From an optimization exercise on the open Yosys and OpenROAD flow, aimed at small area, a short achievable clock period and few clock cycles per item; shortcuts taken in it are not production practice. The RTL was checked by simulation tests, not by an equivalence proof against the original design. No activity file was given, so power comes from the tool's default toggle rates.

<file path="design.v">
module popcount_unit (
    input  wire         clk,
    input  wire         rst,         
    input  wire         in_valid,
    input  wire [1:0]   op,          
    input  wire [127:0] operand,
    output reg          out_valid,
    output reg  [7:0]   result,
    output reg          valid,
    output reg          illegal,
    output reg  [2:0]   strategy
);
    wire fs1;
    wire fc2;
    wire fs3;
    wire fc4;
    wire fs5;
    wire fc6;
    wire fs7;
    wire fc8;
    wire fs9;
    wire fc10;
    wire fs11;
    wire fc12;
    wire fs13;
    wire fc14;
    wire fs15;
    wire fc16;
    wire fs17;
    wire fc18;
    wire fs19;
    wire fc20;
    wire fs21;
    wire fc22;
    wire fs23;
    wire fc24;
    wire fs25;
    wire fc26;
    wire fs27;
    wire fc28;
    wire fs29;
    wire fc30;
    wire fs31;
    wire fc32;
    wire fs33;
    wire fc34;
    wire fs35;
    wire fc36;
    wire fs37;
    wire fc38;
    wire fs39;
    wire fc40;
    wire fs41;
    wire fc42;
    wire fs43;
    wire fc44;
    wire fs45;
    wire fc46;
    wire fs47;
    wire fc48;
    wire fs49;
    wire fc50;
    wire fs51;
    wire fc52;
    wire fs53;
    wire fc54;
    wire fs55;
    wire fc56;
    wire fs57;
    wire fc58;
    wire fs59;
    wire fc60;
    wire fs61;
    wire fc62;
    wire fs63;
    wire fc64;
    wire fs65;
    wire fc66;
    wire fs67;
    wire fc68;
    wire fs69;
    wire fc70;
    wire fs71;
    wire fc72;
    wire fs73;
    wire fc74;
    wire fs75;
    wire fc76;
    wire fs77;
    wire fc78;
    wire fs79;
    wire fc80;
    wire fs81;
    wire fc82;
    wire fs83;
    wire fc84;
    wire fs85;
    wire fc86;
    wire fs87;
    wire fc88;
    wire fs89;
    wire fc90;
    wire fs91;
    wire fc92;
    wire fs93;
    wire fc94;
    wire fs95;
    wire fc96;
    wire fs97;
    wire fc98;
    wire fs99;
    wire fc100;
    wire fs101;
    wire fc102;
    wire fs103;
    wire fc104;
    wire fs105;
    wire fc106;
    wire fs107;
    wire fc108;
    wire fs109;
    wire fc110;
    wire fs111;
    wire fc112;
    wire fs113;
    wire fc114;
    wire fs115;
    wire fc116;
    wire fs117;
    wire fc118;
    wire fs119;
    wire fc120;
    wire fs121;
    wire fc122;
    wire fs123;
    wire fc124;
    wire fs125;
    wire fc126;
    wire fs127;
    wire fc128;
    wire fs129;
    wire fc130;
    wire fs131;
    wire fc132;
    wire fs133;
    wire fc134;
    wire fs135;
    wire fc136;
    wire fs137;
    wire fc138;
    wire fs139;
    wire fc140;
    wire fs141;
    wire fc142;
    wire fs143;
    wire fc144;
    wire fs145;
    wire fc146;
    wire fs147;
    wire fc148;
    wire fs149;
    wire fc150;
    wire fs151;
    wire fc152;
    wire fs153;
    wire fc154;
    wire fs155;
    wire fc156;
    wire fs157;
    wire fc158;
    wire fs159;
    wire fc160;
    wire fs161;
    wire fc162;
    wire fs163;
    wire fc164;
    wire fs165;
    wire fc166;
    wire fs167;
    wire fc168;
    wire fs169;
    wire fc170;
    wire fs171;
    wire fc172;
    wire fs173;
    wire fc174;
    wire fs175;
    wire fc176;
    wire fs177;
    wire fc178;
    wire fs179;
    wire fc180;
    wire fs181;
    wire fc182;
    wire fs183;
    wire fc184;
    wire fs185;
    wire fc186;
    wire fs187;
    wire fc188;
    wire fs189;
    wire fc190;
    wire fs191;
    wire fc192;
    wire fs193;
    wire fc194;
    wire fs195;
    wire fc196;
    wire fs197;
    wire fc198;
    wire fs199;
    wire fc200;
    wire fs201;
    wire fc202;
    wire gz203;
    wire gz204;
    wire gz205;
    wire gz206;
    wire gz207;
    wire gz208;
    wire gz209;
    wire gz210;
    wire gs211;
    wire gz212;
    wire gd213;
    wire gd214;
    wire gd215;
    wire gd216;
    wire gd217;
    wire gd218;
    wire gd219;
    wire gd220;
    wire gd221;
    wire gd222;
    wire gd223;
    wire gd224;
    wire gd225;
    wire gd226;
    wire gd227;
    wire gd228;
    wire gs229;
    wire gz230;
    wire gd231;
    wire gd232;
    wire gd233;
    wire gd234;
    wire gd235;
    wire gd236;
    wire gd237;
    wire gd238;
    wire gd239;
    wire gd240;
    wire gd241;
    wire gd242;
    wire gd243;
    wire gd244;
    wire gd245;
    wire gd246;
    wire gs247;
    wire gz248;
    wire gd249;
    wire gd250;
    wire gd251;
    wire gd252;
    wire gd253;
    wire gd254;
    wire gd255;
    wire gd256;
    wire gd257;
    wire gd258;
    wire gd259;
    wire gd260;
    wire gd261;
    wire gd262;
    wire gd263;
    wire gd264;
    wire gs265;
    wire gz266;
    wire gd267;
    wire gd268;
    wire gd269;
    wire gd270;
    wire gd271;
    wire gd272;
    wire gd273;
    wire gd274;
    wire gd275;
    wire gd276;
    wire gd277;
    wire gd278;
    wire gd279;
    wire gd280;
    wire gd281;
    wire gd282;
    wire gs283;
    wire gz284;
    wire gm285;
    wire gd286;
    wire gd287;
    wire gd288;
    wire gd289;
    wire gd290;
    wire gd291;
    wire gd292;
    wire gd293;
    wire gd294;
    wire gd295;
    wire gd296;
    wire gd297;
    wire gd298;
    wire gd299;
    wire gd300;
    wire gd301;
    wire gs302;
    wire gz303;
    wire gm304;
    wire gd305;
    wire gd306;
    wire gd307;
    wire gd308;
    wire gd309;
    wire gd310;
    wire gd311;
    wire gd312;
    wire gd313;
    wire gd314;
    wire gd315;
    wire gd316;
    wire gd317;
    wire gd318;
    wire gd319;
    wire gd320;
    wire gs321;
    wire gz322;
    wire gm323;
    wire gm324;
    wire gd325;
    wire gd326;
    wire gd327;
    wire gd328;
    wire gd329;
    wire gd330;
    wire gd331;
    wire gd332;
    wire gd333;
    wire gd334;
    wire gd335;
    wire gd336;
    wire gd337;
    wire gd338;
    wire gd339;
    wire gd340;
    wire fs341;
    wire fc342;
    wire fs343;
    wire fc344;
    wire fs345;
    wire fc346;
    wire fs347;
    wire fc348;
    wire fs349;
    wire fc350;
    wire fs351;
    wire fc352;
    wire fs353;
    wire fc354;
    wire fs355;
    wire fc356;
    wire fs357;
    wire fc358;
    wire fs359;
    wire fc360;
    wire fs361;
    wire fc362;
    wire fs363;
    wire fc364;
    wire fs365;
    wire fc366;
    wire fs367;
    wire fc368;
    wire fs369;
    wire fc370;
    wire fs371;
    wire fc372;
    wire fs373;
    wire fc374;
    wire fs375;
    wire fc376;
    wire fs377;
    wire fc378;
    wire es379;
    wire ez380;
    wire es381;
    wire ez382;
    wire es383;
    wire ez384;
    wire es385;
    wire ez386;
    wire es387;
    wire ez388;
    wire es389;
    wire ez390;
    wire es391;
    wire ez392;
    wire es393;
    wire ez394;
    wire es395;
    wire ez396;
    wire em397;
    wire es398;
    wire ez399;
    wire em400;
    wire es401;
    wire ez402;
    wire em403;
    wire es404;
    wire ez405;
    wire em406;
    wire es407;
    wire ez408;
    wire em409;
    wire em410;
    wire es411;
    wire ez412;
    wire em413;
    wire em414;
    wire es415;
    wire ez416;
    wire em417;
    wire em418;
    wire em419;
    wire ispop420;
    wire isscan421;
    wire ra422;
    wire rb423;
    wire ra424;
    wire ra425;
    wire ra426;
    wire ra427;
    wire ra428;
    wire ra429;
    wire ra430;
    wire vl431;
    wire il432;
    reg pc0_r1_0;
    reg pc0_r1_1;
    reg pc1_r1_2;
    reg pc1_r1_3;
    reg pc1_r1_4;
    reg pc1_r1_5;
    reg pc1_r1_6;
    reg pc1_r1_7;
    reg pc1_r1_8;
    reg pc2_r1_9;
    reg pc2_r1_10;
    reg pc2_r1_11;
    reg pc2_r1_12;
    reg pc2_r1_13;
    reg pc2_r1_14;
    reg pc2_r1_15;
    reg pc2_r1_16;
    reg pc2_r1_17;
    reg pc2_r1_18;
    reg pc3_r1_19;
    reg pc3_r1_20;
    reg pc3_r1_21;
    reg pc3_r1_22;
    reg pc3_r1_23;
    reg pc3_r1_24;
    reg pc3_r1_25;
    reg pc4_r1_26;
    reg gz_r1_27;
    reg gi_r1_28;
    reg gi_r1_29;
    reg gi_r1_30;
    reg gd_r1_31;
    reg gd_r1_32;
    reg gd_r1_33;
    reg gd_r1_34;
    reg gd_r1_35;
    reg gd_r1_36;
    reg gd_r1_37;
    reg gd_r1_38;
    reg gd_r1_39;
    reg gd_r1_40;
    reg gd_r1_41;
    reg gd_r1_42;
    reg gd_r1_43;
    reg gd_r1_44;
    reg gd_r1_45;
    reg gd_r1_46;
    reg op0_r1_47;
    reg op1_r1_48;
    reg ra0_r2_49;
    reg rb0_r2_50;
    reg ra1_r2_51;
    reg ra2_r2_52;
    reg ra3_r2_53;
    reg ra4_r2_54;
    reg ra5_r2_55;
    reg ra6_r2_56;
    reg valid_r2_57;
    reg ill_r2_58;
    reg ispop_r2_59;
    reg vld_r1, vld_r2;
    fa3 u_fs1 (.a(operand[0]), .b(operand[100]), .c(operand[101]), .s(fs1), .co(fc2));
    fa3 u_fs3 (.a(operand[102]), .b(operand[103]), .c(operand[104]), .s(fs3), .co(fc4));
    fa3 u_fs5 (.a(operand[105]), .b(operand[106]), .c(operand[107]), .s(fs5), .co(fc6));
    fa3 u_fs7 (.a(operand[108]), .b(operand[109]), .c(operand[10]), .s(fs7), .co(fc8));
    fa3 u_fs9 (.a(operand[110]), .b(operand[111]), .c(operand[112]), .s(fs9), .co(fc10));
    fa3 u_fs11 (.a(operand[113]), .b(operand[114]), .c(operand[115]), .s(fs11), .co(fc12));
    fa3 u_fs13 (.a(operand[116]), .b(operand[117]), .c(operand[118]), .s(fs13), .co(fc14));
    fa3 u_fs15 (.a(operand[119]), .b(operand[11]), .c(operand[120]), .s(fs15), .co(fc16));
    fa3 u_fs17 (.a(operand[121]), .b(operand[122]), .c(operand[123]), .s(fs17), .co(fc18));
    fa3 u_fs19 (.a(operand[124]), .b(operand[125]), .c(operand[126]), .s(fs19), .co(fc20));
    fa3 u_fs21 (.a(operand[127]), .b(operand[12]), .c(operand[13]), .s(fs21), .co(fc22));
    fa3 u_fs23 (.a(operand[14]), .b(operand[15]), .c(operand[16]), .s(fs23), .co(fc24));
    fa3 u_fs25 (.a(operand[17]), .b(operand[18]), .c(operand[19]), .s(fs25), .co(fc26));
    fa3 u_fs27 (.a(operand[1]), .b(operand[20]), .c(operand[21]), .s(fs27), .co(fc28));
    fa3 u_fs29 (.a(operand[22]), .b(operand[23]), .c(operand[24]), .s(fs29), .co(fc30));
    fa3 u_fs31 (.a(operand[25]), .b(operand[26]), .c(operand[27]), .s(fs31), .co(fc32));
    fa3 u_fs33 (.a(operand[28]), .b(operand[29]), .c(operand[2]), .s(fs33), .co(fc34));
    fa3 u_fs35 (.a(operand[30]), .b(operand[31]), .c(operand[32]), .s(fs35), .co(fc36));
    fa3 u_fs37 (.a(operand[33]), .b(operand[34]), .c(operand[35]), .s(fs37), .co(fc38));
    fa3 u_fs39 (.a(operand[36]), .b(operand[37]), .c(operand[38]), .s(fs39), .co(fc40));
    fa3 u_fs41 (.a(operand[39]), .b(operand[3]), .c(operand[40]), .s(fs41), .co(fc42));
    fa3 u_fs43 (.a(operand[41]), .b(operand[42]), .c(operand[43]), .s(fs43), .co(fc44));
    fa3 u_fs45 (.a(operand[44]), .b(operand[45]), .c(operand[46]), .s(fs45), .co(fc46));
    fa3 u_fs47 (.a(operand[47]), .b(operand[48]), .c(operand[49]), .s(fs47), .co(fc48));
    fa3 u_fs49 (.a(operand[4]), .b(operand[50]), .c(operand[51]), .s(fs49), .co(fc50));
    fa3 u_fs51 (.a(operand[52]), .b(operand[53]), .c(operand[54]), .s(fs51), .co(fc52));
    fa3 u_fs53 (.a(operand[55]), .b(operand[56]), .c(operand[57]), .s(fs53), .co(fc54));
    fa3 u_fs55 (.a(operand[58]), .b(operand[59]), .c(operand[5]), .s(fs55), .co(fc56));
    fa3 u_fs57 (.a(operand[60]), .b(operand[61]), .c(operand[62]), .s(fs57), .co(fc58));
    fa3 u_fs59 (.a(operand[63]), .b(operand[64]), .c(operand[65]), .s(fs59), .co(fc60));
    fa3 u_fs61 (.a(operand[66]), .b(operand[67]), .c(operand[68]), .s(fs61), .co(fc62));
    fa3 u_fs63 (.a(operand[69]), .b(operand[6]), .c(operand[70]), .s(fs63), .co(fc64));
    fa3 u_fs65 (.a(operand[71]), .b(operand[72]), .c(operand[73]), .s(fs65), .co(fc66));
    fa3 u_fs67 (.a(operand[74]), .b(operand[75]), .c(operand[76]), .s(fs67), .co(fc68));
    fa3 u_fs69 (.a(operand[77]), .b(operand[78]), .c(operand[79]), .s(fs69), .co(fc70));
    fa3 u_fs71 (.a(operand[7]), .b(operand[80]), .c(operand[81]), .s(fs71), .co(fc72));
    fa3 u_fs73 (.a(operand[82]), .b(operand[83]), .c(operand[84]), .s(fs73), .co(fc74));
    fa3 u_fs75 (.a(operand[85]), .b(operand[86]), .c(operand[87]), .s(fs75), .co(fc76));
    fa3 u_fs77 (.a(operand[88]), .b(operand[89]), .c(operand[8]), .s(fs77), .co(fc78));
    fa3 u_fs79 (.a(operand[90]), .b(operand[91]), .c(operand[92]), .s(fs79), .co(fc80));
    fa3 u_fs81 (.a(operand[93]), .b(operand[94]), .c(operand[95]), .s(fs81), .co(fc82));
    fa3 u_fs83 (.a(operand[96]), .b(operand[97]), .c(operand[98]), .s(fs83), .co(fc84));
    fa3 u_fs85 (.a(fc10), .b(fc12), .c(fc14), .s(fs85), .co(fc86));
    fa3 u_fs87 (.a(fc16), .b(fc18), .c(fc2), .s(fs87), .co(fc88));
    fa3 u_fs89 (.a(fc20), .b(fc22), .c(fc24), .s(fs89), .co(fc90));
    fa3 u_fs91 (.a(fc26), .b(fc28), .c(fc30), .s(fs91), .co(fc92));
    fa3 u_fs93 (.a(fc32), .b(fc34), .c(fc36), .s(fs93), .co(fc94));
    fa3 u_fs95 (.a(fc38), .b(fc4), .c(fc40), .s(fs95), .co(fc96));
    fa3 u_fs97 (.a(fc42), .b(fc44), .c(fc46), .s(fs97), .co(fc98));
    fa3 u_fs99 (.a(fc48), .b(fc50), .c(fc52), .s(fs99), .co(fc100));
    fa3 u_fs101 (.a(fc54), .b(fc56), .c(fc58), .s(fs101), .co(fc102));
    fa3 u_fs103 (.a(fc6), .b(fc60), .c(fc62), .s(fs103), .co(fc104));
    fa3 u_fs105 (.a(fc64), .b(fc66), .c(fc68), .s(fs105), .co(fc106));
    fa3 u_fs107 (.a(fc70), .b(fc72), .c(fc74), .s(fs107), .co(fc108));
    fa3 u_fs109 (.a(fc76), .b(fc78), .c(fc8), .s(fs109), .co(fc110));
    fa3 u_fs111 (.a(fc80), .b(fc82), .c(fc84), .s(fs111), .co(fc112));
    fa3 u_fs113 (.a(operand[99]), .b(operand[9]), .c(fs1), .s(fs113), .co(fc114));
    fa3 u_fs115 (.a(fs11), .b(fs13), .c(fs15), .s(fs115), .co(fc116));
    fa3 u_fs117 (.a(fs17), .b(fs19), .c(fs21), .s(fs117), .co(fc118));
    fa3 u_fs119 (.a(fs23), .b(fs25), .c(fs27), .s(fs119), .co(fc120));
    fa3 u_fs121 (.a(fs29), .b(fs3), .c(fs31), .s(fs121), .co(fc122));
    fa3 u_fs123 (.a(fs33), .b(fs35), .c(fs37), .s(fs123), .co(fc124));
    fa3 u_fs125 (.a(fs39), .b(fs41), .c(fs43), .s(fs125), .co(fc126));
    fa3 u_fs127 (.a(fs45), .b(fs47), .c(fs49), .s(fs127), .co(fc128));
    fa3 u_fs129 (.a(fs5), .b(fs51), .c(fs53), .s(fs129), .co(fc130));
    fa3 u_fs131 (.a(fs55), .b(fs57), .c(fs59), .s(fs131), .co(fc132));
    fa3 u_fs133 (.a(fs61), .b(fs63), .c(fs65), .s(fs133), .co(fc134));
    fa3 u_fs135 (.a(fs67), .b(fs69), .c(fs7), .s(fs135), .co(fc136));
    fa3 u_fs137 (.a(fs71), .b(fs73), .c(fs75), .s(fs137), .co(fc138));
    fa3 u_fs139 (.a(fs77), .b(fs79), .c(fs81), .s(fs139), .co(fc140));
    fa3 u_fs141 (.a(fc100), .b(fc102), .c(fc104), .s(fs141), .co(fc142));
    fa3 u_fs143 (.a(fc106), .b(fc108), .c(fc110), .s(fs143), .co(fc144));
    fa3 u_fs145 (.a(fc112), .b(fc86), .c(fc88), .s(fs145), .co(fc146));
    fa3 u_fs147 (.a(fc90), .b(fc92), .c(fc94), .s(fs147), .co(fc148));
    fa3 u_fs149 (.a(fc114), .b(fc116), .c(fc118), .s(fs149), .co(fc150));
    fa3 u_fs151 (.a(fc120), .b(fc122), .c(fc124), .s(fs151), .co(fc152));
    fa3 u_fs153 (.a(fc126), .b(fc128), .c(fc130), .s(fs153), .co(fc154));
    fa3 u_fs155 (.a(fc132), .b(fc134), .c(fc136), .s(fs155), .co(fc156));
    fa3 u_fs157 (.a(fc138), .b(fc140), .c(fs101), .s(fs157), .co(fc158));
    fa3 u_fs159 (.a(fs103), .b(fs105), .c(fs107), .s(fs159), .co(fc160));
    fa3 u_fs161 (.a(fs109), .b(fs111), .c(fs85), .s(fs161), .co(fc162));
    fa3 u_fs163 (.a(fs87), .b(fs89), .c(fs91), .s(fs163), .co(fc164));
    fa3 u_fs165 (.a(fs93), .b(fs95), .c(fs97), .s(fs165), .co(fc166));
    fa3 u_fs167 (.a(fs83), .b(fs9), .c(fs113), .s(fs167), .co(fc168));
    fa3 u_fs169 (.a(fs115), .b(fs117), .c(fs119), .s(fs169), .co(fc170));
    fa3 u_fs171 (.a(fs121), .b(fs123), .c(fs125), .s(fs171), .co(fc172));
    fa3 u_fs173 (.a(fs127), .b(fs129), .c(fs131), .s(fs173), .co(fc174));
    fa3 u_fs175 (.a(fs133), .b(fs135), .c(fs137), .s(fs175), .co(fc176));
    fa3 u_fs177 (.a(fc142), .b(fc144), .c(fc146), .s(fs177), .co(fc178));
    fa3 u_fs179 (.a(fc96), .b(fc98), .c(fc150), .s(fs179), .co(fc180));
    fa3 u_fs181 (.a(fc152), .b(fc154), .c(fc156), .s(fs181), .co(fc182));
    fa3 u_fs183 (.a(fc158), .b(fc160), .c(fc162), .s(fs183), .co(fc184));
    fa3 u_fs185 (.a(fc164), .b(fc166), .c(fs141), .s(fs185), .co(fc186));
    fa3 u_fs187 (.a(fs143), .b(fs145), .c(fs147), .s(fs187), .co(fc188));
    fa3 u_fs189 (.a(fs99), .b(fc168), .c(fc170), .s(fs189), .co(fc190));
    fa3 u_fs191 (.a(fc172), .b(fc174), .c(fc176), .s(fs191), .co(fc192));
    fa3 u_fs193 (.a(fs149), .b(fs151), .c(fs153), .s(fs193), .co(fc194));
    fa3 u_fs195 (.a(fs155), .b(fs157), .c(fs159), .s(fs195), .co(fc196));
    fa3 u_fs197 (.a(fs161), .b(fs163), .c(fs165), .s(fs197), .co(fc198));
    fa3 u_fs199 (.a(fs139), .b(fs167), .c(fs169), .s(fs199), .co(fc200));
    fa3 u_fs201 (.a(fs171), .b(fs173), .c(fs175), .s(fs201), .co(fc202));
    assign gz203 = |operand[15:0];
    assign gz204 = |operand[31:16];
    assign gz205 = |operand[47:32];
    assign gz206 = |operand[63:48];
    assign gz207 = |operand[79:64];
    assign gz208 = |operand[95:80];
    assign gz209 = |operand[111:96];
    assign gz210 = |operand[127:112];
    assign gs211 = op[1] ? gz204 : ~gz203;
    assign gz212 = gz203 | gz204;
    assign gd213 = gs211 ? operand[16] : operand[0];
    assign gd214 = gs211 ? operand[17] : operand[1];
    assign gd215 = gs211 ? operand[18] : operand[2];
    assign gd216 = gs211 ? operand[19] : operand[3];
    assign gd217 = gs211 ? operand[20] : operand[4];
    assign gd218 = gs211 ? operand[21] : operand[5];
    assign gd219 = gs211 ? operand[22] : operand[6];
    assign gd220 = gs211 ? operand[23] : operand[7];
    assign gd221 = gs211 ? operand[24] : operand[8];
    assign gd222 = gs211 ? operand[25] : operand[9];
    assign gd223 = gs211 ? operand[26] : operand[10];
    assign gd224 = gs211 ? operand[27] : operand[11];
    assign gd225 = gs211 ? operand[28] : operand[12];
    assign gd226 = gs211 ? operand[29] : operand[13];
    assign gd227 = gs211 ? operand[30] : operand[14];
    assign gd228 = gs211 ? operand[31] : operand[15];
    assign gs229 = op[1] ? gz206 : ~gz205;
    assign gz230 = gz205 | gz206;
    assign gd231 = gs229 ? operand[48] : operand[32];
    assign gd232 = gs229 ? operand[49] : operand[33];
    assign gd233 = gs229 ? operand[50] : operand[34];
    assign gd234 = gs229 ? operand[51] : operand[35];
    assign gd235 = gs229 ? operand[52] : operand[36];
    assign gd236 = gs229 ? operand[53] : operand[37];
    assign gd237 = gs229 ? operand[54] : operand[38];
    assign gd238 = gs229 ? operand[55] : operand[39];
    assign gd239 = gs229 ? operand[56] : operand[40];
    assign gd240 = gs229 ? operand[57] : operand[41];
    assign gd241 = gs229 ? operand[58] : operand[42];
    assign gd242 = gs229 ? operand[59] : operand[43];
    assign gd243 = gs229 ? operand[60] : operand[44];
    assign gd244 = gs229 ? operand[61] : operand[45];
    assign gd245 = gs229 ? operand[62] : operand[46];
    assign gd246 = gs229 ? operand[63] : operand[47];
    assign gs247 = op[1] ? gz208 : ~gz207;
    assign gz248 = gz207 | gz208;
    assign gd249 = gs247 ? operand[80] : operand[64];
    assign gd250 = gs247 ? operand[81] : operand[65];
    assign gd251 = gs247 ? operand[82] : operand[66];
    assign gd252 = gs247 ? operand[83] : operand[67];
    assign gd253 = gs247 ? operand[84] : operand[68];
    assign gd254 = gs247 ? operand[85] : operand[69];
    assign gd255 = gs247 ? operand[86] : operand[70];
    assign gd256 = gs247 ? operand[87] : operand[71];
    assign gd257 = gs247 ? operand[88] : operand[72];
    assign gd258 = gs247 ? operand[89] : operand[73];
    assign gd259 = gs247 ? operand[90] : operand[74];
    assign gd260 = gs247 ? operand[91] : operand[75];
    assign gd261 = gs247 ? operand[92] : operand[76];
    assign gd262 = gs247 ? operand[93] : operand[77];
    assign gd263 = gs247 ? operand[94] : operand[78];
    assign gd264 = gs247 ? operand[95] : operand[79];
    assign gs265 = op[1] ? gz210 : ~gz209;
    assign gz266 = gz209 | gz210;
    assign gd267 = gs265 ? operand[112] : operand[96];
    assign gd268 = gs265 ? operand[113] : operand[97];
    assign gd269 = gs265 ? operand[114] : operand[98];
    assign gd270 = gs265 ? operand[115] : operand[99];
    assign gd271 = gs265 ? operand[116] : operand[100];
    assign gd272 = gs265 ? operand[117] : operand[101];
    assign gd273 = gs265 ? operand[118] : operand[102];
    assign gd274 = gs265 ? operand[119] : operand[103];
    assign gd275 = gs265 ? operand[120] : operand[104];
    assign gd276 = gs265 ? operand[121] : operand[105];
    assign gd277 = gs265 ? operand[122] : operand[106];
    assign gd278 = gs265 ? operand[123] : operand[107];
    assign gd279 = gs265 ? operand[124] : operand[108];
    assign gd280 = gs265 ? operand[125] : operand[109];
    assign gd281 = gs265 ? operand[126] : operand[110];
    assign gd282 = gs265 ? operand[127] : operand[111];
    assign gs283 = op[1] ? gz230 : ~gz212;
    assign gz284 = gz212 | gz230;
    assign gm285 = gs283 ? gs229 : gs211;
    assign gd286 = gs283 ? gd231 : gd213;
    assign gd287 = gs283 ? gd232 : gd214;
    assign gd288 = gs283 ? gd233 : gd215;
    assign gd289 = gs283 ? gd234 : gd216;
    assign gd290 = gs283 ? gd235 : gd217;
    assign gd291 = gs283 ? gd236 : gd218;
    assign gd292 = gs283 ? gd237 : gd219;
    assign gd293 = gs283 ? gd238 : gd220;
    assign gd294 = gs283 ? gd239 : gd221;
    assign gd295 = gs283 ? gd240 : gd222;
    assign gd296 = gs283 ? gd241 : gd223;
    assign gd297 = gs283 ? gd242 : gd224;
    assign gd298 = gs283 ? gd243 : gd225;
    assign gd299 = gs283 ? gd244 : gd226;
    assign gd300 = gs283 ? gd245 : gd227;
    assign gd301 = gs283 ? gd246 : gd228;
    assign gs302 = op[1] ? gz266 : ~gz248;
    assign gz303 = gz248 | gz266;
    assign gm304 = gs302 ? gs265 : gs247;
    assign gd305 = gs302 ? gd267 : gd249;
    assign gd306 = gs302 ? gd268 : gd250;
    assign gd307 = gs302 ? gd269 : gd251;
    assign gd308 = gs302 ? gd270 : gd252;
    assign gd309 = gs302 ? gd271 : gd253;
    assign gd310 = gs302 ? gd272 : gd254;
    assign gd311 = gs302 ? gd273 : gd255;
    assign gd312 = gs302 ? gd274 : gd256;
    assign gd313 = gs302 ? gd275 : gd257;
    assign gd314 = gs302 ? gd276 : gd258;
    assign gd315 = gs302 ? gd277 : gd259;
    assign gd316 = gs302 ? gd278 : gd260;
    assign gd317 = gs302 ? gd279 : gd261;
    assign gd318 = gs302 ? gd280 : gd262;
    assign gd319 = gs302 ? gd281 : gd263;
    assign gd320 = gs302 ? gd282 : gd264;
    assign gs321 = op[1] ? gz303 : ~gz284;
    assign gz322 = gz284 | gz303;
    assign gm323 = gs321 ? gm304 : gm285;
    assign gm324 = gs321 ? gs302 : gs283;
    assign gd325 = gs321 ? gd305 : gd286;
    assign gd326 = gs321 ? gd306 : gd287;
    assign gd327 = gs321 ? gd307 : gd288;
    assign gd328 = gs321 ? gd308 : gd289;
    assign gd329 = gs321 ? gd309 : gd290;
    assign gd330 = gs321 ? gd310 : gd291;
    assign gd331 = gs321 ? gd311 : gd292;
    assign gd332 = gs321 ? gd312 : gd293;
    assign gd333 = gs321 ? gd313 : gd294;
    assign gd334 = gs321 ? gd314 : gd295;
    assign gd335 = gs321 ? gd315 : gd296;
    assign gd336 = gs321 ? gd316 : gd297;
    assign gd337 = gs321 ? gd317 : gd298;
    assign gd338 = gs321 ? gd318 : gd299;
    assign gd339 = gs321 ? gd319 : gd300;
    assign gd340 = gs321 ? gd320 : gd301;
    fa3 u_fs341 (.a(pc1_r1_2), .b(pc1_r1_3), .c(pc1_r1_4), .s(fs341), .co(fc342));
    fa3 u_fs343 (.a(pc1_r1_5), .b(pc1_r1_6), .c(pc1_r1_7), .s(fs343), .co(fc344));
    fa3 u_fs345 (.a(pc2_r1_10), .b(pc2_r1_11), .c(pc2_r1_12), .s(fs345), .co(fc346));
    fa3 u_fs347 (.a(pc2_r1_13), .b(pc2_r1_14), .c(pc2_r1_15), .s(fs347), .co(fc348));
    fa3 u_fs349 (.a(pc2_r1_16), .b(pc2_r1_17), .c(pc2_r1_18), .s(fs349), .co(fc350));
    fa3 u_fs351 (.a(pc3_r1_19), .b(pc3_r1_20), .c(pc3_r1_21), .s(fs351), .co(fc352));
    fa3 u_fs353 (.a(pc3_r1_22), .b(pc3_r1_23), .c(pc3_r1_24), .s(fs353), .co(fc354));
    fa3 u_fs355 (.a(pc2_r1_9), .b(fc342), .c(fc344), .s(fs355), .co(fc356));
    fa3 u_fs357 (.a(pc3_r1_25), .b(fc346), .c(fc348), .s(fs357), .co(fc358));
    fa3 u_fs359 (.a(pc4_r1_26), .b(fc352), .c(fc354), .s(fs359), .co(fc360));
    fa3 u_fs361 (.a(pc1_r1_8), .b(fs341), .c(fs343), .s(fs361), .co(fc362));
    fa3 u_fs363 (.a(fs345), .b(fs347), .c(fs349), .s(fs363), .co(fc364));
    fa3 u_fs365 (.a(fc350), .b(fs351), .c(fs353), .s(fs365), .co(fc366));
    fa3 u_fs367 (.a(fc356), .b(fc364), .c(fs357), .s(fs367), .co(fc368));
    fa3 u_fs369 (.a(fc358), .b(fc366), .c(fs359), .s(fs369), .co(fc370));
    fa3 u_fs371 (.a(fc362), .b(fs355), .c(fs363), .s(fs371), .co(fc372));
    fa3 u_fs373 (.a(fs365), .b(fc372), .c(fs367), .s(fs373), .co(fc374));
    fa3 u_fs375 (.a(fc368), .b(fs369), .c(fc374), .s(fs375), .co(fc376));
    fa3 u_fs377 (.a(fc360), .b(fc370), .c(fc376), .s(fs377), .co(fc378));
    assign es379 = op1_r1_48 ? gd_r1_32 : ~gd_r1_31;
    assign ez380 = gd_r1_31 | gd_r1_32;
    assign es381 = op1_r1_48 ? gd_r1_34 : ~gd_r1_33;
    assign ez382 = gd_r1_33 | gd_r1_34;
    assign es383 = op1_r1_48 ? gd_r1_36 : ~gd_r1_35;
    assign ez384 = gd_r1_35 | gd_r1_36;
    assign es385 = op1_r1_48 ? gd_r1_38 : ~gd_r1_37;
    assign ez386 = gd_r1_37 | gd_r1_38;
    assign es387 = op1_r1_48 ? gd_r1_40 : ~gd_r1_39;
    assign ez388 = gd_r1_39 | gd_r1_40;
    assign es389 = op1_r1_48 ? gd_r1_42 : ~gd_r1_41;
    assign ez390 = gd_r1_41 | gd_r1_42;
    assign es391 = op1_r1_48 ? gd_r1_44 : ~gd_r1_43;
    assign ez392 = gd_r1_43 | gd_r1_44;
    assign es393 = op1_r1_48 ? gd_r1_46 : ~gd_r1_45;
    assign ez394 = gd_r1_45 | gd_r1_46;
    assign es395 = op1_r1_48 ? ez382 : ~ez380;
    assign ez396 = ez380 | ez382;
    assign em397 = es395 ? es381 : es379;
    assign es398 = op1_r1_48 ? ez386 : ~ez384;
    assign ez399 = ez384 | ez386;
    assign em400 = es398 ? es385 : es383;
    assign es401 = op1_r1_48 ? ez390 : ~ez388;
    assign ez402 = ez388 | ez390;
    assign em403 = es401 ? es389 : es387;
    assign es404 = op1_r1_48 ? ez394 : ~ez392;
    assign ez405 = ez392 | ez394;
    assign em406 = es404 ? es393 : es391;
    assign es407 = op1_r1_48 ? ez399 : ~ez396;
    assign ez408 = ez396 | ez399;
    assign em409 = es407 ? em400 : em397;
    assign em410 = es407 ? es398 : es395;
    assign es411 = op1_r1_48 ? ez405 : ~ez402;
    assign ez412 = ez402 | ez405;
    assign em413 = es411 ? em406 : em403;
    assign em414 = es411 ? es404 : es401;
    assign es415 = op1_r1_48 ? ez412 : ~ez408;
    assign ez416 = ez408 | ez412;
    assign em417 = es415 ? em413 : em409;
    assign em418 = es415 ? em414 : em410;
    assign em419 = es415 ? es411 : es407;
    assign ispop420 = ~op1_r1_48 & ~op0_r1_47;
    assign isscan421 = (op1_r1_48 ^ op0_r1_47) & gz_r1_27;
    assign ra422 = (ispop420 & pc0_r1_0) | (isscan421 & em417);
    assign rb423 = ispop420 & pc0_r1_1;
    assign ra424 = (ispop420 & fs361) | (isscan421 & em418);
    assign ra425 = (ispop420 & fs371) | (isscan421 & em419);
    assign ra426 = (ispop420 & fs373) | (isscan421 & es415);
    assign ra427 = (ispop420 & fs375) | (isscan421 & gi_r1_28);
    assign ra428 = (ispop420 & fs377) | (isscan421 & gi_r1_29);
    assign ra429 = (ispop420 & fc378) | (isscan421 & gi_r1_30);
    assign ra430 = 1'b0;
    assign vl431 = ispop420 | isscan421;
    assign il432 = op1_r1_48 & op0_r1_47;
    always @(posedge clk) begin
        pc0_r1_0 <= fs199;
        pc0_r1_1 <= fs201;
        pc1_r1_2 <= fc200;
        pc1_r1_3 <= fc202;
        pc1_r1_4 <= fs189;
        pc1_r1_5 <= fs191;
        pc1_r1_6 <= fs193;
        pc1_r1_7 <= fs195;
        pc1_r1_8 <= fs197;
        pc2_r1_9 <= fc190;
        pc2_r1_10 <= fc192;
        pc2_r1_11 <= fc194;
        pc2_r1_12 <= fc196;
        pc2_r1_13 <= fc198;
        pc2_r1_14 <= fs179;
        pc2_r1_15 <= fs181;
        pc2_r1_16 <= fs183;
        pc2_r1_17 <= fs185;
        pc2_r1_18 <= fs187;
        pc3_r1_19 <= fc148;
        pc3_r1_20 <= fc180;
        pc3_r1_21 <= fc182;
        pc3_r1_22 <= fc184;
        pc3_r1_23 <= fc186;
        pc3_r1_24 <= fc188;
        pc3_r1_25 <= fs177;
        pc4_r1_26 <= fc178;
        gz_r1_27 <= gz322;
        gi_r1_28 <= gm323;
        gi_r1_29 <= gm324;
        gi_r1_30 <= gs321;
        gd_r1_31 <= gd325;
        gd_r1_32 <= gd326;
        gd_r1_33 <= gd327;
        gd_r1_34 <= gd328;
        gd_r1_35 <= gd329;
        gd_r1_36 <= gd330;
        gd_r1_37 <= gd331;
        gd_r1_38 <= gd332;
        gd_r1_39 <= gd333;
        gd_r1_40 <= gd334;
        gd_r1_41 <= gd335;
        gd_r1_42 <= gd336;
        gd_r1_43 <= gd337;
        gd_r1_44 <= gd338;
        gd_r1_45 <= gd339;
        gd_r1_46 <= gd340;
        op0_r1_47 <= op[0];
        op1_r1_48 <= op[1];
        ra0_r2_49 <= ra422;
        rb0_r2_50 <= rb423;
        ra1_r2_51 <= ra424;
        ra2_r2_52 <= ra425;
        ra3_r2_53 <= ra426;
        ra4_r2_54 <= ra427;
        ra5_r2_55 <= ra428;
        ra6_r2_56 <= ra429;
        valid_r2_57 <= vl431;
        ill_r2_58 <= il432;
        ispop_r2_59 <= ispop420;
    end
    always @(posedge clk) begin
        if (rst) begin
            vld_r1 <= 1'b0;
            vld_r2 <= 1'b0;
        end else begin
            vld_r1 <= in_valid;
            vld_r2 <= vld_r1;
        end
    end
    wire [7:0] row_a = {1'b0, ra6_r2_56, ra5_r2_55, ra4_r2_54, ra3_r2_53, ra2_r2_52, ra1_r2_51, ra0_r2_49};
    wire [7:0] row_b = {1'b0, 1'b0, 1'b0, 1'b0, 1'b0, 1'b0, 1'b0, rb0_r2_50};
    wire [7:0] sum = row_a + row_b;
    always @* begin
        out_valid = vld_r2;
        result    = sum;
        valid     = valid_r2_57;
        illegal   = ill_r2_58;
        if (ispop_r2_59)
            strategy = (sum[7:4] == 4'd0) ? 3'b010 : 3'b001;
        else
            strategy = {1'b1, ill_r2_58, ill_r2_58};
    end
endmodule
module fa3 (input wire a, input wire b, input wire c, output wire s, output wire co);
    assign s  = a ^ b ^ c;
    assign co = (a & b) | (a & c) | (b & c);
endmodule
</file>
<file path="flow/run.sh">
#!/bin/bash
# Layout flow: the standard layout (standard.sh, all ORFS steps from
# synthesis to finish), with the input and output port buffers placed as
# sky130_fd_sc_hd__buf_1 cells instead of the cell buffer_ports picks by
# itself. Each step's full log stays under orfs/logs/; the output of make
# goes to flow_make.log in this folder.
set -euo pipefail
export BUFFER_PORTS_ARGS="-buffer_cell sky130_fd_sc_hd__buf_1"
bash standard.sh > flow_make.log 2>&1
</file>
<file path="standard.sh">
#!/bin/bash
# synth_recipe.tcl (not shown) runs the flow's synth.tcl, then flattens the netlist and writes it again
# the make line also repeats each setting of config.mk as NAME=value (left out here)
make -C /OpenROAD-flow-scripts/flow DESIGN_CONFIG=/design/flow/config.mk WORK_HOME=/design/flow/orfs CLKGATE_MAP_FILE= SYNTH_SCRIPT=/design/flow/synth_recipe.tcl "${@:-finish}"
</file>
<file path="config.mk">
export PLATFORM = sky130hd
export DESIGN_NAME = popcount_unit
export DESIGN_NICKNAME = popcount_unit
export VERILOG_FILES = /design/flow/design.v
export SDC_FILE = /design/flow/constraint.sdc
export NUM_CORES = 4
export LEC_CHECK = 0
export CAP_MARGIN = 20
export CORE_MARGIN = 2
export CORE_UTILIZATION = 50
export SETUP_SLACK_MARGIN = 3.6
export SLEW_MARGIN = 20
export SYNTH_HIERARCHICAL = 1
export SYNTH_MINIMUM_KEEP_SIZE = 0
</file>
<file path="constraint.sdc">
create_clock -name core_clock -period 7.0 [get_ports {clk}]
set_input_delay 1.4000 -clock core_clock [delete_from_list [all_inputs] [get_ports {clk}]]
set_output_delay 1.4000 -clock core_clock [all_outputs]
set_load 0.01 [all_outputs]
</file>
==> results of run 1 <==
## path summary, 6_finish.rpt
kind	start	slack, ns	cells after the start	endpoint
hold / removal	gi_r1_29$_DFF_P_	0.44	1	ra5_r2_55$_DFF_P_
setup / recovery	operand[12]	3.57	5	pc0_r1_0$_DFF_P_
hold reg to reg	gi_r1_29$_DFF_P_	0.44	1	ra5_r2_55$_DFF_P_
setup reg to reg	pc1_r1_2$_DFF_P_	3.72	7	ra5_r2_55$_DFF_P_
## metrics by stage
stage          hold WS [ns]  power (mW)  utilization  setup slack (ns)
2_1_floorplan        0.4119       1.486            -             3.496
3_3_place_gp         0.4188       1.993       0.5707             2.515
3_5_place_dp         0.4238       2.090       0.5707             2.530
4_1_cts              0.4369       2.592       0.6227             3.576
5_1_grt              0.4423       2.818       0.6448             3.537
6_report             0.4360       2.601       0.6448             3.566
## Yosys stat by module, one instance, submodules excluded
module         cells inside  times used  area, sq um
fa3                       1         120        20.02
popcount_unit           483           1         3840
## cell usage in the layout, fill, tap and decap left out, drive strengths merged, types with 19 or more instances in the layout
cell type,netlist,layout
a21oi,56,56
buf,15,151
clkbuf,15,23
dfxtp,62,62
fa,120,120
nand2,19,19
nand3,22,22
nor2,51,51
nor4,34,34
o21ai,30,30
o22ai,30,30
## where the power goes
group / internal, mW / switching, mW / leakage (nW) / total (mW)
clock network: 0.251 / 0.178 / 0.135 / 0.429
logic: 0.769 / 0.838 / 2.28 / 1.61
registers: 0.483 / 0.0820 / 0.522 / 0.565
## kinds of logic (layout without fill, tap and decap cells)
logic type,Yosys count,count (layout),share of synthesized area
mux,1,1,0.002405
flops,62,62,0.1988
xor+xnor,5,5,0.007015
fa+ha+maj,124,124,0.3929
buf+inv,41,191,0.03207
compound gates,205,205,0.2293
simple gates,165,165,0.1375
## worst max-delay path, delay by kind of cell
family | cells | cell delay (ns)
buf+inv | 1 | 0.15
fa+ha+maj | 4 | 2.09
## timing repair
item / CTS / global route
hold endpoints to repair: 0 / 0
hold buffers: 0 / 0
endpoints found under the setup margin: 35 / 26
gates resized for setup: 164 / 62
pin swaps: 48 / 24
setup buffers: 2 / 14
## cell type report
cell class,count,area (sq um),area share
clock buffers,10,239.0,0.03060
clock inverters,6,46.29,0.005928
inverters,11,46.29,0.005928
multi-input cells,500,5009,0.6413
flip-flops and latches,62,1241,0.1589
well taps,168,210.2,0.02691
repair buffers,164,1018,0.1304
## metal layers
layer | vias to the layer above | global-route usage | share of wire
met5 | - | 0 | 0
met4 | 0 | 0.2921 | 0.088
met3 | 176 | 0.1177 | 0.12
met2 | 583 | 0.6429 | 0.44
met1 | 3116 | 0.5231 | 0.34
li1 | 2567 | - | -
==> flow_summary.toml, run 1 <==
[grt]
grt_overflow_total = 0
grt_pass1_wl_um = 39960
grtUsageTotal = 0.4220
antenna_found_initial = 0
grt_pass1_vias = 6391
grt_max_degree = 36

[synth]
synthFlopType = "dfxtp_1"
synth_common_cells = "fa_1 (120), dfxtp_1 (62), a21oi_1 (56)"
synth_area_leader_cell = "fa_1"
syn_area_sq_um = 6242
synth.avg_cell_area_sq_um = 10.35
synth_top_cell_area_share = 0.3848
yosys-top-cells-area = "fa_1 (38%), dfxtp_1 (20%), a21oi_1 (4.5%), nor4_1 (3.3%), nor2_1 (3.1%)"
yosys_warnings = 7
synth_nets = 860
synthDistinctLibCells = 56
yosysMostFrequentCell = "fa_1"
synth_seq_area_share = 0.1988
synth_cells = 603
synth_seq_cells = 62
async_reset_ff_frac = 0
synth-edff-count = 0

[critical_path]
path_common_cell = "fa_1"
crit_path_cell_trace = "buf_2 -> fa_2 -> fa_1 -> fa_1 -> fa_1"
path_class = "input pin to flop"
cp.required_ns = 7.20
cp_data_arrival_time_ns = 3.64
cpPeakStageDelay_ns = 0.59
cpMaxStageDelayCell = "fa_2"
crit_fanout = 4
startpoint_type = "input pin"
cp-end-kind = "flop"

[floorplanning]
initial_core_util = 0.5154
core_area_sq_um = 12110
dieWidth_um = 115.7
die-area_sq_um = 13390
design.portCount = 147
row_count = 40
die_y_um = 115.7

[finish]
synthToLayoutAreaGrowth_pct = 25.12
nets = 1005
drive_gt1_frac = 0.3081
fillers = 1033
diodes = 0
layoutNonFillerInstCount = 921
fin_area_sq_um = 7810

[drt]
firstDrtPassIters = 6
via_per_inst = 6.995
drtIter0Drc = 910
wl_um = 27770
wire_per_inst_um = 30.15
antenna_left = 0
vias = 6442
drc = 0

[timing]
slew_headroom = 0.5162
max_freq_ghz = 0.2912
period_minus_slack_ns = 3.434
rsz0062_at_grt = "yes"
fin_skew_ns = 0.004905
setup_viol = 0
maxSlewViolCount = 0
worst_slew_pin_slew_ns = 0.7257
setup-tns-final_ns = 0
final.period_utilization = 0.4906
final_hold_viol_count = 0

[clock_network]
root_buffer = "clkbuf_16"
clk_pin_slew_worst_paths_ns = 0.05
clk_path_buf_depth = 2
clock_sinks = 62
cts_tree = "done"
cts_max_level = 3
clk_latency_ns = 0.34
cts_inserted_buffers = 9

[placement]
place_inst = 889
place_congestion = 1.090
io_buffer_count = 146
dp_hpwl_um = 22430
place_area_sq_um = 6912

[outcome]
status = "complete, no violations"

[run]
maxCapViolations = 0

[pwr]
p_leak_nw = 2.941
max-vdd-ir-drop_uv = 322.6
powerDensity_nw_per_um2 = 333.0

[worst_hold_path]
hp-class = "flop to flop"
Testbench counts, summed over its fixed seeds: cycles 4,008, items 4,000.
==> run 2, diff against run 1 <==
--- a/config.mk
+++ b/config.mk
@@ -9,4 +9,5 @@
 export CORE_MARGIN = 2
 export CORE_UTILIZATION = 50
+export CTS_BUF_LIST = sky130_fd_sc_hd__clkbuf_4 sky130_fd_sc_hd__clkbuf_8
 export SETUP_SLACK_MARGIN = 3.6
 export SLEW_MARGIN = 20
==> run 2 against run 1 <==
Flip-flop and latch count did not move. First-iteration DRC count up 8.8%. Worst hold slack gained 0.0033 ns. Setup slack about the same. Final area shrank 2.0%. Sequential power is essentially flat. Fmax barely moved. Total power fell by 5.5%. Critical path depth stayed put.
==> flow_summary.toml, run 2 <==
[critical_path]
crit_fanout = 4
startpoint_type = "input pin"
path_class = "input pin to flop"
cp-end-kind = "flop"
cpMaxStageDelayCell = "fa_1"
cpPeakStageDelay_ns = 0.57
crit_path_cell_trace = "buf_1 -> fa_1 -> fa_2 -> fa_1 -> fa_1"
path_common_cell = "fa_1"
cp_data_arrival_time_ns = 3.67
rrSetupSlack_ns = 3.72
cp.required_ns = 7.24

[synth]
synth_common_cells = "fa_1 (120), dfxtp_1 (62), a21oi_1 (56)"
syn_area_sq_um = 6242
synthDistinctLibCells = 56
synth_seq_area_share = 0.1988
synth_area_leader_cell = "fa_1"
yosysMostFrequentCell = "fa_1"
async_reset_ff_frac = 0
synth_nets = 860
synth.avg_cell_area_sq_um = 10.35
synth_top_cell_area_share = 0.3848
synthFlopType = "dfxtp_1"
yosys_warnings = 7
yosys-top-cells-area = "fa_1 (38%), dfxtp_1 (20%), a21oi_1 (4.5%), nor4_1 (3.3%), nor2_1 (3.1%)"
synth-edff-count = 0
synth_cells = 603
synth_seq_cells = 62

[floorplanning]
initial_core_util = 0.5154
core_area_sq_um = 12110
die-area_sq_um = 13390
dieWidth_um = 115.7
design.portCount = 147
row_count = 40
die_y_um = 115.7

[grt]
grtUsageTotal = 0.4179
grt_pass1_vias = 6312
grt_max_degree = 36
grt_pass1_wl_um = 39520
grt_overflow_total = 0
antenna_found_initial = 0

[clock_network]
cts_max_level = 3
root_buffer = "clkbuf_8"
clk_pin_slew_worst_paths_ns = 0.07
clock_sinks = 62
cts_inserted_buffers = 9
clk_latency_ns = 0.36
cts_tree = "done"
clk_path_buf_depth = 2

[timing]
setup-tns-final_ns = 0
final.period_utilization = 0.4906
maxSlewViolCount = 0
setup_viol = 0
worst_slew_pin_slew_ns = 0.7121
slew_headroom = 0.5253
rsz0062_at_grt = "yes"
max_freq_ghz = 0.2912
fin_skew_ns = 0.007607
final_hold_viol_count = 0
period_minus_slack_ns = 3.434

[drt]
firstDrtPassIters = 5
wl_um = 27720
drtIter0Drc = 990
wire_per_inst_um = 30.03
drc = 0
antenna_left = 0
via_per_inst = 6.982
vias = 6444

[pwr]
p_leak_nw = 2.876
max-vdd-ir-drop_uv = 326.9
powerDensity_nw_per_um2 = 321.3
total_power_mw = 2.458

[placement]
io_buffer_count = 146
dp_hpwl_um = 22430
place_congestion = 1.090

[outcome]
status = "complete, no violations"

[finish]
synthToLayoutAreaGrowth_pct = 22.57
nets = 1007
final_cell_mix = "fa_1 (85), dfxtp_1 (62), buf_2 (61)"
fillers = 1071
drive_gt1_frac = 0.2940
post-route-util = 0.6317
layout_commonest_cell = "fa_1"
diodes = 0

[run]
maxCapViolations = 0

[worst_hold_path]
hp-class = "flop to flop"
==> run 2: cell counts after synthesis <==
No cell type changed its count.
==> run 2: final timing paths <==
kind | startpoint | endpoint | cells after the start
max | operand[8] | pc1_r1_7$_DFF_P_ | 5
min | gi_r1_28$_DFF_P_ | ra4_r2_54$_DFF_P_ | 1
max reg2reg | pc2_r1_10$_DFF_P_ | ra5_r2_55$_DFF_P_ | 7
min reg2reg | gi_r1_28$_DFF_P_ | ra4_r2_54$_DFF_P_ | 1
==> run 2: worst max-delay path: cells and delay by family <==
kind / cells / cell delay, ns
buffers and inverters: 1 / 0.33
adders and majority gates: 4 / 1.95
==> run 2: report_power, final <==
group,internal (mW),switching (mW),total [mW]
logic,0.762,0.835,1.60
clock network,0.140,0.157,0.297
registers,0.482,0.0827,0.565
==> run 2: metrics by stage <==
stage	worst slack (ns)	instance area [sq um]	hold WS (ns)	std cells
floorplan	3.496	6292	0.4119	603
global placement	2.515	6912	0.4188	889
detailed placement	2.530	6912	0.4238	889
CTS	3.576	7360	0.4408	907
global route	3.516	7651	0.4468	923
finish	3.566	7651	0.4393	923
==> run 2: logic make-up after synthesis <==
logic type / Yosys count / share of synthesized area
fa+ha+maj: 124 / 0.3929
compound gates: 205 / 0.2293
buf+inv: 41 / 0.03207
xor+xnor: 5 / 0.007015
simple gates: 165 / 0.1375
mux: 1 / 0.002405
flops: 62 / 0.1988
==> run 2: per-module statistics from Yosys, one instance, submodules excluded <==
| module | cells | flip-flops and latches | area [sq um] |
|---|---|---|---|
| popcount_unit | 483 | 62 | 3840 |
| fa3 | 1 | 0 | 20.02 |
==> run 2: per-layer routing <==
metal  global-route usage  wire length [um]  vias up
met5                    0                 0        -
met4               0.2706              2241        0
met3               0.1051              3644      157
met2               0.6468             12470      598
met1               0.5244              9363     3117
li1                     -                 -     2572
==> run 2: what timing repair did <==
item                       4_1_cts  5_1_grt
hold buffers                     0        0
gates resized for setup        133       64
setup buffers                    2       16
pin swaps                       32       22
setup endpoints to repair       29       25
==> run 2: cell type report <==
cell class	count	area (sq um)	area share
Multi-Input combinational cell	500	4995	0.6528
Tap cell	168	210.2	0.02747
Sequential cell	62	1241	0.1622
Inverter	11	46.29	0.006051
Clock inverter	6	46.29	0.006051
Timing Repair Buffer	166	974.7	0.1274
Clock buffer	10	137.6	0.01799
==> run 3, diff against run 2 <==
--- a/config.mk
+++ b/config.mk
@@ -10,5 +10,5 @@
 export CORE_UTILIZATION = 50
 export CTS_BUF_LIST = sky130_fd_sc_hd__clkbuf_4 sky130_fd_sc_hd__clkbuf_8
-export SETUP_SLACK_MARGIN = 3.6
+export SETUP_SLACK_MARGIN = 3.45
 export SLEW_MARGIN = 20
 export SYNTH_HIERARCHICAL = 1
==> run 3 against run 2 <==
Critical path depth is the same. Die area is the same. Non-clock buffer count shrank 16. Via count shrank 1.5%. Sequential power shrank 0.9%. Synthesized cell count is the same. Clock-buffer cell count is the same. Clock skew shrank 0.0018 ns. Largest power group unchanged. First-iteration DRC count shrank 17%. Combinational power shrank 6%. Sequential share of layout area grew 1.1 points. Largest cell class unchanged.
==> flow_summary.toml, run 3 <==
[outcome]
status = "complete, no violations"

[synth]
synthDistinctLibCells = 56
synth_common_cells = "fa_1 (120), dfxtp_1 (62), a21oi_1 (56)"
synth_cells = 603
syn_area_sq_um = 6242
synth_area_leader_cell = "fa_1"
synth.avg_cell_area_sq_um = 10.35
synth_seq_area_share = 0.1988
async_reset_ff_frac = 0
yosysMostFrequentCell = "fa_1"
synth_nets = 860
yosys-top-cells-area = "fa_1 (38%), dfxtp_1 (20%), a21oi_1 (4.5%), nor4_1 (3.3%), nor2_1 (3.1%)"
synth-edff-count = 0
synthFlopType = "dfxtp_1"
synth_seq_cells = 62
yosys_warnings = 7
synth_top_cell_area_share = 0.3848

[drt]
drtIter0Drc = 821
via_per_inst = 6.999
wl_um = 26490
drc = 0
firstDrtPassIters = 5
antenna_left = 0
wire_per_inst_um = 29.21
vias = 6348

[run]
maxCapViolations = 0

[finish]
diodes = 0
layoutNonFillerInstCount = 907
fin_area_sq_um = 7173
synthToLayoutAreaGrowth_pct = 14.91
nets = 991
layout_commonest_cell = "buf_1"
final_cell_mix = "buf_1 (126), fa_1 (119), dfxtp_1 (62)"
drive_gt1_frac = 0.1096

[placement]
place_congestion = 1.078
place_area_sq_um = 6869
place_inst = 890
dp_hpwl_um = 22250
io_buffer_count = 146

[critical_path]
cp_data_arrival_time_ns = 3.77
path_class = "input pin to flop"
cp.required_ns = 7.23
startpoint_type = "input pin"
crit_fanout = 4
cp-end-kind = "flop"
cpPeakStageDelay_ns = 0.57
cp_top_family = "adder cells"
path_common_cell = "fa_1"
crit_path_cell_trace = "buf_1 -> fa_1 -> fa_1 -> fa_1 -> fa_1"
critPathBufInv = 1
cpMaxStageDelayCell = "fa_1"

[worst_hold_path]
hp-class = "flop to flop"

[clock_network]
clock_sinks = 62
cts_max_level = 3
cts_inserted_buffers = 9
clk_latency_ns = 0.35
clk_path_buf_depth = 2
root_buffer = "clkbuf_8"
cts_tree = "done"
clk_pin_slew_worst_paths_ns = 0.07
cts_hold_buf = 0

[timing]
rsz0062_at_grt = "yes"
setup-tns-final_ns = 0
setup_viol = 0
slew_headroom = 0.4680
period_minus_slack_ns = 3.547
final.period_utilization = 0.5067
worst_slew_pin_slew_ns = 0.7926
fin_skew_ns = 0.005833
final_hold_viol_count = 0
maxSlewViolCount = 0
max_freq_ghz = 0.2819

[floorplanning]
initial_core_util = 0.5154
design.portCount = 147
die-area_sq_um = 13390
dieWidth_um = 115.7
core_area_sq_um = 12110
die_y_um = 115.7
row_count = 40

[grt]
antenna_found_initial = 0
grt_pass1_vias = 6274
grt_max_degree = 36
grt_pass1_wl_um = 38520
grt_overflow_total = 0
grtUsageTotal = 0.4071

[pwr]
p_leak_nw = 2.568
powerDensity_nw_per_um2 = 332.3
total_power_mw = 2.384
max-vdd-ir-drop_uv = 256.8
run 3: cell counts after synthesis:
Identical to the previous run, type by type.
run 3: final cells by class:
class	count	area [sq um]
clock buffers	10	137.6
clock inverters	6	70.07
fillers	1071	4938
inverters	11	46.29
multi-input cells	500	4852
flip-flops and latches	62	1241
well taps	168	210.2
repair buffers	150	615.6
run 3: final timing paths:
kind,start,endpoint,slack (ns),cells past startpoint
min,vld_r1$_SDFF_PP0_,vld_r2$_SDFF_PP0_,0.44,1
max reg2reg,pc1_r1_2$_DFF_P_,ra5_r2_55$_DFF_P_,3.63,7
max,operand[70],pc0_r1_1$_DFF_P_,3.45,5
min reg2reg,vld_r1$_SDFF_PP0_,vld_r2$_SDFF_PP0_,0.44,1
run 3: worst reg2reg max path, delay by kind of cell (launching register included):
family                   cells  cell delay [ns]
AO/OA/AOI/OAI                1             0.24
adder cells (fa/ha/maj)      6             2.70
flip-flops                   1             0.33
run 3: metal layers:
layer | global-route usage | share of wire | wire length (um)
met1 | 0.5178 | 0.35 | 9394
met2 | 0.6339 | 0.45 | 12000
met3 | 0.1046 | 0.12 | 3243
met4 | 0.2373 | 0.070 | 1850
met5 | 0 | 0 | 0
run 3: report_power, final:
group	switching, mW	internal [mW]	leakage (nW)
Combinational	0.803	0.695	1.94
Clock	0.150	0.176	0.107
Sequential	0.0779	0.482	0.522
Total	1.03	1.35	2.57
run 3: kinds of logic after synthesis:
kind of cell,after synthesis,synth area share
adders and majority gates,124,0.3929
DFF,62,0.1988
and+or+nand+nor,165,0.1375
AOI/OAI and AO/OA,205,0.2293
xor gates and xnor gates,5,0.007015
buffers and inverters,41,0.03207
muxes,1,0.002405
run 3: repair_timing:
action	CTS	global route
gates resized for setup	7	30
buffers inserted	1	0
pin swaps	1	1
hold endpoints to repair	0	0
setup endpoints to repair	18	21
run 3: modules after synthesis, one instance, submodules excluded:
module         times used  cells  area, sq um
popcount_unit           1    483         3840
fa3                   120      1        20.02
run 3: through the flow:
step / worst slack [ns] / utilization / hold slack (ns)
3_3_place_gp: 2.763 / 0.5671 / 0.4183
2_1_floorplan: 3.491 / - / 0.4119
5_1_grt: 3.425 / 0.5923 / 0.4553
4_1_cts: 3.461 / 0.5863 / 0.4489
3_5_place_dp: 2.678 / 0.5671 / 0.4337
6_report: 3.453 / 0.5923 / 0.4422
==> run 4, diff against run 3 <==
--- a/config.mk
+++ b/config.mk
@@ -10,5 +10,5 @@
 export CORE_UTILIZATION = 50
 export CTS_BUF_LIST = sky130_fd_sc_hd__clkbuf_4 sky130_fd_sc_hd__clkbuf_8
-export SETUP_SLACK_MARGIN = 3.45
+export SETUP_SLACK_MARGIN = 3.5
 export SLEW_MARGIN = 20
 export SYNTH_HIERARCHICAL = 1
==> run 4 against run 3 <==
Via count is 0.39% lower. Register-to-register slack barely moved. Clock-buffer cell count is the same. Critical path depth is the same. Critical endpoint is now pc0_r1_0$_DFF_P_.
==> flow_summary.toml, run 4 <==
[outcome]
status = "complete, no violations"

[finish]
layoutNonFillerInstCount = 908
drive_gt1_frac = 0.1676
post-route-util = 0.6000
synthToLayoutAreaGrowth_pct = 16.42
layout_commonest_cell = "fa_1"
final_cell_mix = "fa_1 (115), buf_1 (94), dfxtp_1 (62)"
fin_area_sq_um = 7267
nets = 992
diodes = 0

[synth]
synth.avg_cell_area_sq_um = 10.35
yosys_warnings = 7
synth_seq_cells = 62
yosysMostFrequentCell = "fa_1"
synth_cells = 603
synthSimpleGateAreaFrac = 0.1375
synthMuxAreaShare = 0.002405
synthDistinctLibCells = 56
synthAdderAreaFrac = 0.3929
synth_top_family_by_area = "adder cells"
synth-compound-area-share = 0.2293
synth_common_cells = "fa_1 (120), dfxtp_1 (62), a21oi_1 (56)"
synth_seq_area_share = 0.1988
synth_area_leader_cell = "fa_1"
synthXorXnorAreaFrac = 0.007015
synth_top_cell_area_share = 0.3848
synthFlopType = "dfxtp_1"
yosys-top-cells-area = "fa_1 (38%), dfxtp_1 (20%), a21oi_1 (4.5%), nor4_1 (3.3%), nor2_1 (3.1%)"
syn_area_sq_um = 6242
synth_nets = 860
synth-edff-count = 0
async_reset_ff_frac = 0

[pwr]
p_leak_nw = 2.666
p_int_mw = 1.361
power.clock.fraction = 0.136
switchingPower_mw = 1.033
max-vdd-ir-drop_uv = 256.8
powerDensity_nw_per_um2 = 329.5
switching_share = 0.4315
total_power_mw = 2.394
p_comb_frac = 0.630
power_frac_seq = 0.234

[timing]
period_minus_slack_ns = 3.485
maxSlewViolCount = 0
fin_skew_ns = 0.006434
final.period_utilization = 0.4979
rsz0062_at_grt = "no"
setup-tns-final_ns = 0
final_hold_viol_count = 0
slew_headroom = 0.4710
max_freq_ghz = 0.2869
worst_slew_pin_slew_ns = 0.7882
setup_viol = 0

[grt]
grt_max_degree = 36
grt.busiest_layer = "met2"
grt_use_met2 = 0.6386
grtUsageTotal = 0.4073
antenna_found_initial = 0
grt_use_met1 = 0.5233
gr-usage-met3 = 0.09623
grt_overflow_total = 0
grt_pass1_vias = 6293
grt_pass1_wl_um = 38540

[clock_network]
clk_path_buf_depth = 2
clock_sinks = 62
cts_max_level = 3
clk_latency_ns = 0.35
clk_pin_slew_worst_paths_ns = 0.07
cts_tree = "done"
root_buffer = "clkbuf_8"
cts_inserted_buffers = 9

[drt]
via_per_inst = 6.964
wl_um = 26550
firstDrtPassIters = 7
antenna_left = 0
drc = 0
vias = 6323
wire_per_inst_um = 29.24
drtIter0Drc = 684

[floorplanning]
design.portCount = 147
die_y_um = 115.7
core_area_sq_um = 12110
dieWidth_um = 115.7
initial_core_util = 0.5154
row_count = 40
die-area_sq_um = 13390

[placement]
place_area_sq_um = 6869
io_buffer_count = 146
place_inst = 890
dp_hpwl_um = 22250
place_congestion = 1.078

[critical_path]
cp-end-kind = "flop"
cp_data_arrival_time_ns = 3.70
startpoint_type = "input pin"
path_class = "input pin to flop"
cp.required_ns = 7.21
crit_fanout = 4

[run]
maxCapViolations = 0

[worst_hold_path]
hp-class = "flop to flop"
==> run 4: cell counts after synthesis <==
No cell type changed its count.
==> run 4: power by group through the flow <==
stage / combinational, mW / sequential (mW) / clock [mW]
6_report: 1.51 / 0.560 / 0.326
5_1_grt: 1.68 / 0.571 / 0.343
4_1_cts: 1.50 / 0.560 / 0.329
3_5_place_dp: 1.50 / 0.568 / 0
2_1_floorplan: 0.940 / 0.541 / 0
3_3_place_gp: 1.43 / 0.556 / 0
==> run 4: worst paths after layout <==
path                     startpoint                 to  slack (ns)  cells past startpoint
setup reg to reg   pc1_r1_2$_DFF_P_  ra5_r2_55$_DFF_P_        3.63                      7
setup / recovery        operand[12]   pc0_r1_0$_DFF_P_        3.51                      5
hold / removal    vld_r1$_SDFF_PP0_  vld_r2$_SDFF_PP0_        0.44                      1
hold reg to reg   vld_r1$_SDFF_PP0_  vld_r2$_SDFF_PP0_        0.44                      1
==> run 4: through the flow <==
step	setup WS, ns	hold slack (ns)
2_1_floorplan	3.491	0.4119
3_3_place_gp	2.763	0.4183
3_5_place_dp	2.678	0.4337
4_1_cts	3.500	0.4489
5_1_grt	3.500	0.4553
6_report	3.515	0.4419
==> run 4: per-module statistics from Yosys (local to each module, per instance) <==
module / flip-flops and latches / cells inside
popcount_unit: 62 / 483
fa3: 0 / 1
==> run 4: per-layer routing <==
metal / up-vias / share of wire
met4: 0 / 0.070
li1: 2535 / -
met3: 144 / 0.13
met2: 568 / 0.45
met5: - / 0
met1: 3076 / 0.35
==> run 4: logic make-up after synthesis <==
family          after synthesis
mux                           1
simple gates                165
flops                        62
compound gates              205
fa+ha+maj                   124
xor+xnor                      5
buf+inv                      41
==> run 4: final cells by class <==
class / instances / area (sq um)
Tap cell: 168 / 210.2
Clock buffer: 10 / 137.6
Timing Repair Buffer: 151 / 676.9
Inverter: 11 / 46.29
Sequential cell: 62 / 1241
Fill cell: 1075 / 4845
Clock inverter: 6 / 70.07
Multi-Input combinational cell: 500 / 4885
==> run 4: critical path: stages <==
cell      delay [ns]
clkbuf_2        0.17
fa_2            0.50
fa_2            0.63
fa_1            0.46
fa_1            0.52
==> run 4: timing repair <==
item                       in CTS  in global routing
setup endpoints to repair      23                 26
hold buffers                    0                  0
pin swaps                       1                 13
resized for setup              20                 73
setup buffers                   1                  1

afterwards: timing with drivers on the ports:
In the flow no input, the clock included, has a driving cell. The finished layouts below were timed again as built, in two steps. Step 1 assumes that a clkbuf_16 drives the clock port and a buf_2 every other input. Step 2 also shifts input and output timing later by t, the mid clock arrival at the registers, as if the neighbouring blocks saw the same clock. Slacks: ideal ports / drivers / drivers and shift; pairs: ideal ports / drivers.
| run | shift t [ns] | setup WS [ns] | hold WS [ns] | worst register clock-pin slew, ns |
|---|---|---|---|---|
| run 1 | 0.377 | 3.566 / 3.552 / 3.175 | 0.436 / 0.436 / 0.436 | 0.06 / 0.06 |
| run 2 | 0.390 | 3.566 / 3.563 / 3.173 | 0.439 / 0.439 / 0.439 | 0.08 / 0.08 |
| run 3 | 0.380 | 3.453 / 3.466 / 3.086 | 0.442 / 0.442 / 0.442 | 0.07 / 0.07 |
| run 4 | 0.379 | 3.515 / 3.526 / 3.147 | 0.442 / 0.442 / 0.442 | 0.08 / 0.08 |
After both steps setup and hold are still met in every run listed. The setup slack of run 2, which loses most, moves by -0.003 ns with the drivers and by -0.393 ns with both steps.
